This is an optimization exercise on Yosys and OpenROAD, whose aim is small area, a short achievable clock period and few clock cycles, not a production implementation.
At most, simulation tests tie the RTL to the original design; equivalence was not proved.
Power is estimated from default activity; no workload was simulated.

Setup of rev 12:
// lxe
module lxe (
    input  wire        clk,
    input  wire        rst,         
    input  wire        bus_valid,
    input  wire        bus_write,
    input  wire [5:0]  bus_addr,
    input  wire [31:0] bus_wdata,
    output wire        bus_ready,
    output reg         bus_rvalid,
    output reg  [31:0] bus_rdata
);
Size: roughly 3500 cells after synthesis, roughly 76 I/O pins, ~31000 sq um of cells after synthesis.
==> flow/config.mk <==
export PLATFORM = sky130hd
export DESIGN_NAME = lxe
export DESIGN_NICKNAME = lxe
export VERILOG_FILES = /design/flow/design.v
export SDC_FILE = /design/flow/constraint.sdc
export NUM_CORES = 4
export LEC_CHECK = 0
export CAP_MARGIN = 20
export CORE_MARGIN = 2
export CORE_UTILIZATION = 40
export PLACE_DENSITY = 0.6
export SLEW_MARGIN = 20
==> flow/constraint.sdc <==
create_clock -name core_clock -period 12.0 [get_ports {clk}]
set_input_delay 2.4000 -clock core_clock [delete_from_list [all_inputs] [get_ports {clk}]]
set_output_delay 2.4000 -clock core_clock [all_outputs]
set_load 0.01 [all_outputs]
standard.sh (not shown) runs the stock make flow with config.mk's settings and CLKGATE_MAP_FILE= SYNTH_SCRIPT=/design/flow/synth_recipe.tcl, a recipe that flattens the netlist after the stock synthesis.
==> flow/flow/run.sh <==
#!/bin/bash
# Standard synthesis and layout, with two changes: the port buffers are
# buf_4 cells, and repair_timing aims at a setup margin of 7.5 ns, so that it
# also works on paths that already meet the 12 ns clock.
set -euo pipefail
bash standard.sh synth > synth.log 2>&1
bash standard.sh SETUP_SLACK_MARGIN=7.5 "BUFFER_PORTS_ARGS=-buffer_cell sky130_fd_sc_hd__buf_4" finish > layout.log 2>&1
Having completed the whole flow, rev 12 delivered a layout that passed the timing, DRC and antenna checks.
## Diff of input files: rev 13 against rev 12
diff --git a/flow/design.v b/flow/design.v
--- a/flow/design.v
+++ b/flow/design.v
@@ -45,29 +45,30 @@
     reg        vsw;
     reg [31:0] opa, opb;
     reg [31:0] res;
     reg [15:0] crc;
     reg [3:0]  krdy;
     reg        err;
     reg [3:0]  ecode;
     reg [31:0] einfo;
+    reg        rq_v;
+    reg        rq_w;
+    reg [5:0]  rq_a;
+    reg [31:0] rq_d;
     reg        rdy;
     reg        busy;
     reg        dec;
     reg [4:0]  cnt;              
     reg [1:0]  kidx_r;           
     reg        rst_q;            
     reg [31:0] sk_r;             
     assign bus_ready = rdy;
     wire accept = bus_valid && rdy;
-    wire exec   = accept;
-    wire        rq_w = bus_write;
-    wire [5:0]  rq_a = bus_addr;
-    wire [31:0] rq_d = bus_wdata;
+    wire exec   = rq_v && !busy;
     function [15:0] crc16_step;
         input [15:0] c;
         input [7:0]  b;
         integer i;
         reg [15:0] x;
         begin
             x = c ^ {8'h00, b};
             for (i = 0; i < 8; i = i + 1) begin
@@ -140,18 +141,18 @@
         end else if (key_missing) begin
             raise_code = E_KEY_NOT_LOADED;
             raise_info = rq_d;
         end else begin
             raise = 1'b0;
         end
     end
     wire cmd_ok = exec && is_cmd && legal && !(is_xtea && (krdy != 4'b1111));
-    wire [31:0] v0_q = (vsw || busy) ? rb : ra;
-    wire [31:0] v1_q = (vsw && !busy) ? ra : rb;
+    wire [31:0] v0_q = vsw ? rb : ra;
+    wire [31:0] v1_q = vsw ? ra : rb;
     reg [31:0] read_data;
     always @(*) begin
         case (rq_a)
             A_STATUS: read_data = {20'h0, krdy, err ? ecode : 4'h0, 3'b000, err};
             A_EINFO:  read_data = err ? einfo : 32'h0;
             A_K0:     read_data = krdy[0] ? k0 : 32'h0;
             A_K1:     read_data = krdy[1] ? k1 : 32'h0;
             A_K2:     read_data = krdy[2] ? k2 : 32'h0;
@@ -277,36 +278,41 @@
             default: ksel = k3;
         endcase
     end
     wire [31:0] k3_dec0 = k3 + DEC_START;
     wire [31:0] sk_next = start ? (opc[0] ? k3_dec0 : k0) : (rom_now[31:0] + ksel);
     wire [31:0] mx_t  = ((rb << 4) ^ (rb >> 5)) + rb;
     wire [31:0] mx    = mx_t ^ (sk_r ^ {32{dec}});
     wire [31:0] nb    = ra + mx + {31'h0, dec};
-    wire fwd_next = busy && (cnt == 5'd31) && bus_valid && !bus_write &&
-                    ((bus_addr == A_V0) || (bus_addr == A_V1)) &&
-                    ((bus_addr == A_V0) ^ vsw);
     wire wr_ok = exec && rq_w && !raise;
     always @(posedge clk) begin
+        if (accept) begin
+            rq_w <= bus_write;
+            rq_a <= bus_addr;
+            rq_d <= bus_wdata;
+        end
         bus_rdata <= read_data;
         rst_q     <= rst;
         if (busy || start) begin
             sk_r   <= sk_next;
             kidx_r <= rom_after[33:32];
         end
         if (start)
             dec <= start_dec;
         if (rst) begin
             busy <= 1'b0; cnt <= 5'h0;
-            rdy <= 1'b0;
+            rq_v <= 1'b0;
+            rdy <= 1'b1;
             bus_rvalid <= 1'b0;
         end else begin
-            rdy  <= fwd_next || !(start || (busy && cnt != 5'd0));
-            bus_rvalid <= accept;
+            rq_v <= accept || (rq_v && busy);
+            rdy  <= !((accept || (rq_v && busy)) &&
+                      ((busy && cnt != 5'd0) || start));
+            bus_rvalid <= (exec && !start) || (busy && cnt == 5'd0);
             if (busy) begin
                 if (cnt == 5'd0)
                     busy <= 1'b0;        
                 else
                     cnt  <= cnt + 5'd1;
             end
             if (start) begin
                 busy <= 1'b1;
## What came out
In the floorplan summary, rev 13 is listed with a die area greater than that of rev 12. Against rev 12, rev 13 comes in about 0.4% higher on multi-input gate count. Min count of clock-buffer cells in the layout across rev 13 and rev 12: rev 12. Rev 13 ended with less wire length than rev 12. Between rev 13 and rev 12, worst ir drop on vdd is higher for rev 13, rev 12 comes in under that. Sequential power: rev 13 vs rev 12 up about 10%. Rev 13: power drawn by the combinational cells is 29% lower than what rev 12 reported. A endpoint of the worst setup timing path of rb[31] is what rev 13 shows, while kidx_r[1] belongs to rev 12. Delta(combinational share of power, rev 13 - rev 12) < 0. Area added between synthesis and finish: rev 13 vs rev 12 down 23 points. Total buffers and inverters traversed by the critical path for rev 13: 5 down relative to rev 12. Count of max-cap constraint violations came out exactly the same in rev 13 and rev 12. Between rev 13 and rev 12, portion of the clock cycle consumed by the worst path in the final layout is lower for rev 13, rev 12 comes in above that.
Testbench counts of rev 13, summed over its fixed seeds: cycles 51,068.
For rev 12, only the layout was checked, not whether the RTL still works.

-- port drivers added, routing unchanged --
In the flow no input, the clock included, has a driving cell. The finished layouts below were timed again as built, in two steps.
Step 1 (the two cells are an assumption about what drives the block):
set clk [get_ports {clk}]
set_driving_cell -lib_cell sky130_fd_sc_hd__clkbuf_16 $clk
set_driving_cell -lib_cell sky130_fd_sc_hd__buf_2 [delete_from_list [all_inputs] $clk]
Step 2 times the ports against the registers' clock, not the clock port: input delays grow and output delays shrink by t, the midpoint of the rising clock arrivals with the driver on.
Three values: ideal, step 1, step 2; two values: the first two.
| run | t (ns) | setup WS [ns] | worst hold slack (ns) | worst data-port slew with drivers (ns) |
|---|---|---|---|---|
| rev 12 | 0.686 | 7.152 / 7.149 / 6.463 | 0.506 / 0.506 / 0.506 | 0.16 |
| rev 13 | 0.685 | 7.405 / 7.405 / 7.405 | 0.474 / 0.474 / 0.474 | 0.04 |
After both steps setup and hold are still met in every run listed. For rev 12, which loses most, drivers alone change the setup slack by -0.003 ns; drivers and shift together by -0.689 ns.
